Context: an optimization exercise on an open-source flow, tuned for small area, a short achievable clock period and few clock cycles. The choices shown serve that exercise and are no tape-out recipe.
Function was checked by simulation only, so behaviour that the tests miss may differ from the original.
Power figures rest on the tool's default switching activity, not on a simulated workload.

== run 1 ==
==> flow/design.v (excerpt) <==
module gdfwm_chain (
    input  wire        clk,
    input  wire        rst,
    input  wire        cfg_we,
    input  wire [5:0]  cfg_addr,
    input  wire [31:0] cfg_wdata,
    input  wire        in_valid,
    output wire        in_ready,
    input  wire        in_ch,
    input  wire [31:0] in_data,
    output reg         out_valid,
    input  wire        out_ready,
    output reg         out_ch,
    output reg  [31:0] out_data
);
Size: ~110 I/O pins.
clock: 25.0 ns
lec_check: 0
abc_area: 1
cap_margin: 30
core_margin: 2
core_utilization: 45
place_density: 0.65
slew_margin: 30
standard.sh (not shown) runs the stock make flow with config.mk's settings and CLKGATE_MAP_FILE= SYNTH_SCRIPT=/design/flow/synth_recipe.tcl, a recipe that flattens the netlist after the stock synthesis.
==> flow/flow/run.sh <==
#!/bin/bash
set -euo pipefail
export BUFFER_PORTS_ARGS="-buffer_cell sky130_fd_sc_hd__buf_4"
bash standard.sh > standard.log 2>&1
Run 1 finished end to end and its layout was clean on timing, DRC and antenna.
Testbench counts of run 1, summed over its fixed seeds: cycles 23,229.
Changes in run 2 relative to run 1:
==> flow/run.sh (new file) <==
#!/bin/bash
# synth_recipe.tcl (not shown) runs the flow's synth.tcl, then flattens the netlist and writes it again
# the make line also repeats each setting of config.mk as NAME=value (left out here)
make -C /OpenROAD-flow-scripts/flow DESIGN_CONFIG=/design/flow/config.mk WORK_HOME=/design/flow/orfs CLKGATE_MAP_FILE= SYNTH_SCRIPT=/design/flow/synth_recipe.tcl finish
removed: flow/flow/run.sh
removed: flow/standard.sh
==> run notes <==
Any difference in leakage component of the power between run 1 and run 2 is small enough to ignore. Diff run 1 and run 2: total power after layout higher in run 1. Final antenna diode count, run 1 and run 2: larger value in run 1. Between run 1 and run 2, the clock tree cell share of total cell area does not differ in any meaningful way. Cmp run 2 vs run 1: mean routed wirelength per cell lower in run 2. Lower fraction of met3 tracks used by global routing goes to run 2 over run 1. Delta(fraction of power consumed by sequential logic, run 2 - run 1) < 0.
Inputs modified between run 2 and run 3:
# run 2
export LEC_CHECK = 0
export ABC_AREA = 1
export CAP_MARGIN = 30
export CORE_MARGIN = 2
export CORE_UTILIZATION = 45
export PLACE_DENSITY = 0.65
export SLEW_MARGIN = 30
create_clock -name core_clock -period 25.0 [get_ports {clk}]
# run 3
export LEC_CHECK = 0
export ABC_AREA = 1
export CAP_MARGIN = 30
export CORE_MARGIN = 2
export CORE_UTILIZATION = 45
export CTS_CLUSTER_DIAMETER = 100
export CTS_CLUSTER_SIZE = 30
export PLACE_DENSITY = 0.65
export SLEW_MARGIN = 30
create_clock -name core_clock -period 25.0 [get_ports {clk}]
==> flow/flow/run.sh (new file) <==
#!/bin/bash
set -euo pipefail
export BUFFER_PORTS_ARGS="-buffer_cell sky130_fd_sc_hd__buf_4"
bash standard.sh > standard.log 2>&1
==> flow/standard.sh (new file) <==
#!/bin/bash
# synth_recipe.tcl (not shown) runs the flow's synth.tcl, then flattens the netlist and writes it again
# the make line also repeats each setting of config.mk as NAME=value (left out here)
make -C /OpenROAD-flow-scripts/flow DESIGN_CONFIG=/design/flow/config.mk WORK_HOME=/design/flow/orfs CLKGATE_MAP_FILE= SYNTH_SCRIPT=/design/flow/synth_recipe.tcl "${@:-finish}"
removed: flow/run.sh
Notes after the runs:
Run 3: no failed stages, no open violations at the end
In the tables for run 3 and run 2, routed wire length reads lower with run 2.
Register-to-register path setup slack: higher on run 2
Compared with run 2, run 3 shows number of non-filler instances in the completed layout lower by 599.
Run 3 — average routed wire per standard cell about 4% higher, run 2 as reference
On non-clock buffer area fraction after layout, run 2 tracks run 3 almost exactly.
Summary of the comparison: power share of the combinational group is higher in run 3, relative to run 2.
Y dimension of the die: run 2 vs run 3 identical
Run 3 vs run 2 — count of clock-buffer cells in the layout dropped by more than half

* * *

Another version of the RTL of gdfwm_chain (not shown whole).
Size in the first run: about 38000 cells after synthesis, ~110 I/O pins, ~330000 sq um of cells after synthesis.
Settings: LEC_CHECK=0, ABC_AREA=1, CAP_MARGIN=30, CORE_MARGIN=2, CORE_UTILIZATION=30, PLACE_DENSITY=0.5, SLEW_MARGIN=30; clock period 25.0 ns.
run.sh (not shown) runs the stock make flow with config.mk's settings and CLKGATE_MAP_FILE= SYNTH_SCRIPT=/design/flow/synth_recipe.tcl, a recipe that flattens the netlist after the stock synthesis.
Stock flow here: none of the scripts above is used.
Testbench counts at the start, summed over its fixed seeds: cycles 23,205.
Change:
- CORE_UTILIZATION: 30 -> 45
- PLACE_DENSITY: 0.5 -> 0.65
Effect: Hold slack gets better by 0.039 ns; sequential share of layout area is higher by 0.81 points; cell count is lower by roughly a tenth; synthesized area stays the same; combinational power is lower by a few percent; routed wire length is lower by a little under a tenth; first-iteration DRC count is higher by a quarter to a third.

==> static timing again, ports no longer ideal <==
The results above use ideal ports. As a check the final layouts listed here were re-extracted and re-timed, cells and wires unchanged.
Step 1 (the two cells are an assumption about what drives the block):
set clk [get_ports {clk}]
set_driving_cell -lib_cell sky130_fd_sc_hd__clkbuf_16 $clk
set_driving_cell -lib_cell sky130_fd_sc_hd__buf_2 [delete_from_list [all_inputs] $clk]
Step 2, shift: input delay + t, output delay - t, t = (earliest + latest rising clock arrival at the registers) / 2. This alone moves slack from input paths to output paths.
Slacks: ideal / step 1 / step 2; pairs: ideal / step 1.
run | shift t [ns] | setup slack, ns | hold WS [ns]
run 1 | 1.268 | 18.289 / 18.150 / 17.379 | 0.307 / 0.307 / 0.307
run 2 | 1.251 | 17.943 / 17.794 / 17.108 | 0.286 / 0.286 / 0.286
run 3 | 1.211 | 18.337 / 18.197 / 17.415 | 0.297 / 0.297 / 0.297
the first run of note 2 | 1.204 | 18.003 / 17.851 / 17.015 | 0.266 / 0.266 / 0.266
the second run of note 2 | 1.272 | 17.725 / 17.588 / 17.124 | 0.305 / 0.305 / 0.305
After both steps every run listed still meets setup and hold. For the first run of note 2, which loses most, drivers alone change the setup slack by -0.152 ns; drivers and shift together by -0.988 ns.
